What follows belongs to an exercise in optimizing a design on an open flow for small area, a short achievable clock period and few clock cycles per item; a production flow would make more cautious choices. At most, simulation tests tie the RTL to the original design; equivalence was not proved.

## rev 12
## hdu_top
module hdu_top (
    input  wire        clk,
    input  wire        rst,         
    input  wire        in_valid,
    output wire        in_ready,
    input  wire [31:0] in_cmd,
    input  wire [31:0] in_opa,
    input  wire [31:0] in_opb,
    output reg         out_valid,
    output wire [31:0] out_result,
    output wire [31:0] out_status
);
Size in the first run: ~1200 cells after synthesis, ~89 flip-flops, roughly 170 I/O pins, about 8800 um^2 of cells after synthesis.
==> flow/config.mk <==
export PLATFORM = sky130hd
export DESIGN_NAME = hdu_top
export DESIGN_NICKNAME = hdu_top
export VERILOG_FILES = /design/flow/design.v
export SDC_FILE = /design/flow/constraint.sdc
export NUM_CORES = 4
export LEC_CHECK = 0
export ABC_AREA = 1
export ABC_CLOCK_PERIOD_IN_PS = 9000
export CAP_MARGIN = 20
export CORE_MARGIN = 2
export CORE_UTILIZATION = 40
export SLEW_MARGIN = 20
==> flow/constraint.sdc <==
create_clock -name core_clock -period 44.0 [get_ports {clk}]
set_input_delay 8.8000 -clock core_clock [delete_from_list [all_inputs] [get_ports {clk}]]
set_output_delay 8.8000 -clock core_clock [all_outputs]
set_load 0.01 [all_outputs]
standard.sh (not shown) runs the stock make flow with config.mk's settings and CLKGATE_MAP_FILE= SYNTH_SCRIPT=/design/flow/synth_recipe.tcl, a recipe that flattens the netlist after the stock synthesis.
==> flow/flow/run.sh <==
#!/bin/bash
# The standard layout (standard.sh), with three changes to how the layout
# is made (constraints untouched):
#  - synthesis runs Yosys's synth with -noabc, so the full adders written in
#    the RTL reach extract_fa without the polarity changes abc -fast makes;
#  - ports are buffered with sky130_fd_sc_hd__buf_1;
#  - repair_timing over-fixes setup by the margin in flow/margin.txt.
set -o pipefail
export SETUP_SLACK_MARGIN=$(cat flow/margin.txt)
export BUFFER_PORTS_ARGS="-buffer_cell sky130_fd_sc_hd__buf_1"
bash standard.sh SYNTH_ARGS=-noabc finish > standard.log 2>&1
==> flow/flow/margin.txt <==
34
Modified inputs, rev 13 compared to rev 12
--- a/flow/design.v
+++ b/flow/design.v
@@ -305,28 +305,26 @@
                 8'b?1000000: first1 = 3'd6;
                 default:     first1 = 3'd7;
             endcase
         end
     endfunction
     wire [2:0] kmax = first1(cxf);
     wire [2:0] kmin = first1(cnf);
     wire       bsel = (bp0 <= bp1);
     wire [4:0] vb   = bsel ? {bp1, 1'b1} : {bp0, 1'b0};
     wire [4:0] vsel = cfg_mod ? vmax : vb;
-    wire [6:0] hi_l = {1'b0, wc} + (cfg_mod ? 7'd14 : 7'd8);
-    wire [6:0] hi_r = {1'b0, cfg_thresh} + {2'b00, vsel};
-    wire [6:0] lo_l = {2'b00, vmin} + 7'd17 + {5'd0, c[31], 1'b0};
-    wire [6:0] lo_r = {1'b0, cfg_thresh} + {1'b0, wc};
-    wire       hit_hi = hi_l <= hi_r;
-    wire       hit_lo = cfg_mod && (lo_l <= lo_r);
-    wire [6:0] lo_sum = {2'b00, vmin} + {2'b00, vmax} + 7'd3 + {5'd0, c[31], 1'b0};
-    wire       lo_w   = lo_sum <= {wc, 1'b0};
+    wire [7:0] dh = {2'b00, cfg_thresh} + {3'b000, vsel} - {2'b00, wc} - (cfg_mod ? 8'd14 : 8'd8);
+    wire [7:0] dl = {2'b00, cfg_thresh} + {2'b00, wc} - {3'b000, vmin} - 8'd17 - {6'd0, c[31], 1'b0};
+    wire [7:0] dw = {1'b0, wc, 1'b0} - {3'b000, vmin} - {3'b000, vmax} - 8'd3 - {6'd0, c[31], 1'b0};
+    wire       hit_hi = !dh[7];
+    wire       hit_lo = cfg_mod && !dl[7];
+    wire       lo_w   = !dw[7];
     wire       use_lo = hit_lo && lo_w;
     wire       dec_hit = hit_hi || hit_lo;
     wire [3:0] best_i = !cfg_mod ? {3'd0, bsel} : use_lo ? {1'b0, kmin} : {1'b1, kmax};
     wire [4:0]  enc_i = {cfg_mod, c[3:0]};
     wire [30:0] enc_chip;
     localparam [31:0] CT0 = 32'hcf305555;
     assign enc_chip[0] = CT0[enc_i];
     localparam [31:0] CT1 = 32'h41be5555;
     assign enc_chip[1] = CT1[enc_i];
     localparam [31:0] CT2 = 32'h48b75555;
==> notes.md <==
Compared with rev 12, rev 13 ends up with less cell area.
Testbench counts of rev 13, summed over its fixed seeds: cycles 16,016, items 16,000.
The RTL of rev 12 was laid out without a check of its function.

==> separate check: timing with driven ports <==
In the flow no input, the clock included, has a driving cell. The finished layouts below were timed again as built, in two steps.
Step 1 (the two cells are an assumption about what drives the block):
set clk [get_ports {clk}]
set_driving_cell -lib_cell sky130_fd_sc_hd__clkbuf_16 $clk
set_driving_cell -lib_cell sky130_fd_sc_hd__buf_2 [delete_from_list [all_inputs] $clk]
Step 2 times the ports against the registers' clock, not the clock port: input delays grow and output delays shrink by t, the midpoint of the rising clock arrivals with the driver on.
Slacks: ideal ports / drivers / drivers and shift; pairs: ideal ports / drivers.
| run | t (ns) | setup WS [ns] | cell pins on the clock port's net |
|---|---|---|---|
| rev 12 | 0.387 | 34.136 / 34.092 / 34.027 | 1 |
| rev 13 | 0.390 | 34.222 / 34.177 / 34.037 | 1 |
After both steps setup and hold are still met in every run listed. For rev 13, which loses most, drivers alone change the setup slack by -0.045 ns; drivers and shift together by -0.185 ns.
